Background: an optimization exercise with open tools, aiming at small area. Do not read the settings as production practice.
Only simulation tests tie the RTL to the original design; equivalence was not proved.
Power and IR drop assume default switching activity.

Setup of P:
## rseq
module rseq (
    input  wire         clk,
    input  wire         rst,
    input  wire         cmd_valid,
    output wire         cmd_ready,
    input  wire [71:0]  cmd_word,
    output wire         rsp_valid,
    input  wire         rsp_ready,
    output wire [7:0]   rsp_status,
    output wire [31:0]  rsp_result,
    output wire [127:0] rsp_text,
    output wire [4:0]   rsp_text_len,
    output wire [7:0]   rsp_err_step,
    output wire [7:0]   rsp_err_addr,
    output wire [7:0]   rsp_err_kind,
    output wire [15:0]  o_frequency,
    output wire [3:0]   o_volume,
    output wire         o_bass,
    output wire         o_mute,
    output wire         o_softmute,
    output wire         o_mono,
    output wire         o_rds,
    output wire         o_tuned,
    output wire         o_band,
    output wire [5:0]   o_rssi,
    output wire [1:0]   o_life,
    output wire         o_busy,
    output wire         tx_valid,
    output reg  [1:0]   tx_kind,
    output wire [7:0]   tx_addr,
    output reg  [15:0]  tx_wdata,
    input  wire         tx_done,
    input  wire         tx_ok,
    input  wire [1:0]   tx_err,
    input  wire [31:0]  tx_rdata,
    input  wire         tick_ms
);
Size: ~910 cells after synthesis, ~380 I/O pins, about 0.0065 sq mm of cells after synthesis.
Settings: LEC_CHECK=0, CAP_MARGIN=0, CORE_MARGIN=2, CORE_UTILIZATION=40, PLACE_DENSITY=0.6, SLEW_MARGIN=0; clock period 12.0 ns.
standard.sh (not shown) runs the stock make flow with config.mk's settings and CLKGATE_MAP_FILE= SYNTH_SCRIPT=/design/flow/synth_recipe.tcl, a recipe that flattens the netlist after the stock synthesis.
==> flow/flow/run.sh <==
#!/bin/bash
# The standard layout (standard.sh: ORFS from synthesis through finish), with
# these changes:
#  - synthesis is synth_recipe.tcl with an area-oriented ABC script
#    (flow/synth_area.tcl, flow/area.abc: resynthesis, then
#    &deepsyn for 20 s, then amap), and adders left to ABC instead of
#    being mapped to full and half adder cells first. Registers are mapped
#    before either step, exactly as in the standard synthesis;
#  - every input and output port still gets its own buffer, but a buf_1
#    instead of the buffer that buffer_ports picks by default;
#  - constant outputs share tie cells instead of one tie cell per load;
#  - clock tree synthesis uses clkbuf_8 buffers and adds no dummy loads.
# The make output goes to run.log in this folder; ORFS keeps each step's
# full tool log under orfs/logs/.
set -euo pipefail
here=$(pwd)
export FLOW_SYNTH_TCL=$here/synth_recipe.tcl
export BUFFER_PORTS_ARGS="-buffer_cell sky130_fd_sc_hd__buf_1"
export SKIP_REPAIR_TIE_FANOUT=1
export ADDER_MAP_FILE=
export CTS_ARGS="-sink_clustering_enable -repair_clock_nets -dont_use_dummy_load -root_buf sky130_fd_sc_hd__clkbuf_8 -buf_list sky130_fd_sc_hd__clkbuf_4"
sed "s#SYNTH_SCRIPT=[^ ]*#SYNTH_SCRIPT=$here/flow/synth_area.tcl#" standard.sh > standard_area.sh
grep -q "SYNTH_SCRIPT=$here/flow/synth_area.tcl" standard_area.sh
bash standard_area.sh finish > run.log 2>&1
==> flow/flow/area.abc <==
strash
&get -n
&fraig -x
&put
scorr
dc2
dretime
strash
balance -l; resub -K 6 -l; rewrite -l; resub -K 6 -N 2 -l; refactor -l; resub -K 8 -l; balance -l; resub -K 8 -N 2 -l; rewrite -l; resub -K 10 -l; rewrite -z -l; resub -K 10 -N 2 -l; balance -l; resub -K 12 -l; refactor -z -l; resub -K 12 -N 2 -l; rewrite -z -l; balance -l
balance -l; resub -K 6 -l; rewrite -l; resub -K 6 -N 2 -l; refactor -l; resub -K 8 -l; balance -l; resub -K 8 -N 2 -l; rewrite -l; resub -K 10 -l; rewrite -z -l; resub -K 10 -N 2 -l; balance -l; resub -K 12 -l; refactor -z -l; resub -K 12 -N 2 -l; rewrite -z -l; balance -l
&get -n
&deepsyn -T 20
&put
dch -f
amap -F 10 -A 10 -C 5000
topo
Other scripts of this flow, unchanged in this note and not shown: flow/flow/synth_area.tcl
diff inputs: P => Q
==> flow/flow/run.sh <==
#!/bin/bash
# The standard layout (standard.sh: ORFS from synthesis through finish), with
# these changes:
#  - synthesis is synth_recipe.tcl with an area-oriented ABC script
#    (flow/synth_area.tcl, flow/area.abc), and adders left to ABC instead of
#    being mapped to full and half adder cells first. Registers are mapped
#    before either step, exactly as in the standard synthesis;
#  - every input and output port still gets its own buffer, but a buf_1
#    instead of the buffer that buffer_ports picks by default;
#  - constant outputs share tie cells instead of one tie cell per load;
#  - clock tree synthesis uses clkbuf_8 buffers and adds no dummy loads.
# The make output goes to run.log in this folder; ORFS keeps each step's
# full tool log under orfs/logs/.
set -euo pipefail
here=$(pwd)
export FLOW_SYNTH_TCL=$here/synth_recipe.tcl
export BUFFER_PORTS_ARGS="-buffer_cell sky130_fd_sc_hd__buf_1"
export SKIP_REPAIR_TIE_FANOUT=1
export ADDER_MAP_FILE=
export CTS_ARGS="-sink_clustering_enable -repair_clock_nets -dont_use_dummy_load -buf_list sky130_fd_sc_hd__clkbuf_8"
sed "s#SYNTH_SCRIPT=[^ ]*#SYNTH_SCRIPT=$here/flow/synth_area.tcl#" standard.sh > standard_area.sh
grep -q "SYNTH_SCRIPT=$here/flow/synth_area.tcl" standard_area.sh
bash standard_area.sh finish > run.log 2>&1
==> flow/flow/area.abc <==
strash
&get -n
&fraig -x
&put
scorr
dc2
dretime
strash
balance -l; resub -K 6 -l; rewrite -l; resub -K 6 -N 2 -l; refactor -l; resub -K 8 -l; balance -l; resub -K 8 -N 2 -l; rewrite -l; resub -K 10 -l; rewrite -z -l; resub -K 10 -N 2 -l; balance -l; resub -K 12 -l; refactor -z -l; resub -K 12 -N 2 -l; rewrite -z -l; balance -l
balance -l; resub -K 6 -l; rewrite -l; resub -K 6 -N 2 -l; refactor -l; resub -K 8 -l; balance -l; resub -K 8 -N 2 -l; rewrite -l; resub -K 10 -l; rewrite -z -l; resub -K 10 -N 2 -l; balance -l; resub -K 12 -l; refactor -z -l; resub -K 12 -N 2 -l; rewrite -z -l; balance -l
dch -f
amap -F 10 -A 10 -C 5000
topo
Notes after the runs:
- Summary — power per unit of standard cell area, Q relative to P: higher, by 100%.
- From P to Q the numbers moved as follows: combinational power has increased, die area has increased, synthesized cell count has increased, final period utilization has increased, power drawn by the sequential cells has increased.

[separate check: timing with driven ports]
How much do the figures lean on ideal ports? The routed layouts below were timed once more, with nothing changed but the port constraints.
Step 1 (the two cells are an assumption about what drives the block):
set clk [get_ports {clk}]
set_driving_cell -lib_cell sky130_fd_sc_hd__clkbuf_16 $clk
set_driving_cell -lib_cell sky130_fd_sc_hd__buf_2 [delete_from_list [all_inputs] $clk]
Step 2 adds t to the input delays and takes it off the output delays; t is the mean of the earliest and latest rising clock arrival at the registers after step 1. Input paths then give back, and output paths get back, about the clock's delay inside the block.
Three values: ideal, step 1, step 2; two values: the first two.
run	shift t [ns]	setup slack, ns	worst hold slack (ns)	worst setup path after step 2	clock arrival spread, ns
P	0.379	4.946 / 4.914 / 5.174	0.485 / 0.485 / 0.485	input to register	0.016 / 0.017
Q	0.403	4.619 / 4.630 / 4.227	0.493 / 0.493 / 0.493	input to register	0.028 / 0.028
After both steps every run listed still meets setup and hold. For Q, which loses most, drivers alone change the setup slack by +0.011 ns; drivers and shift together by -0.392 ns.
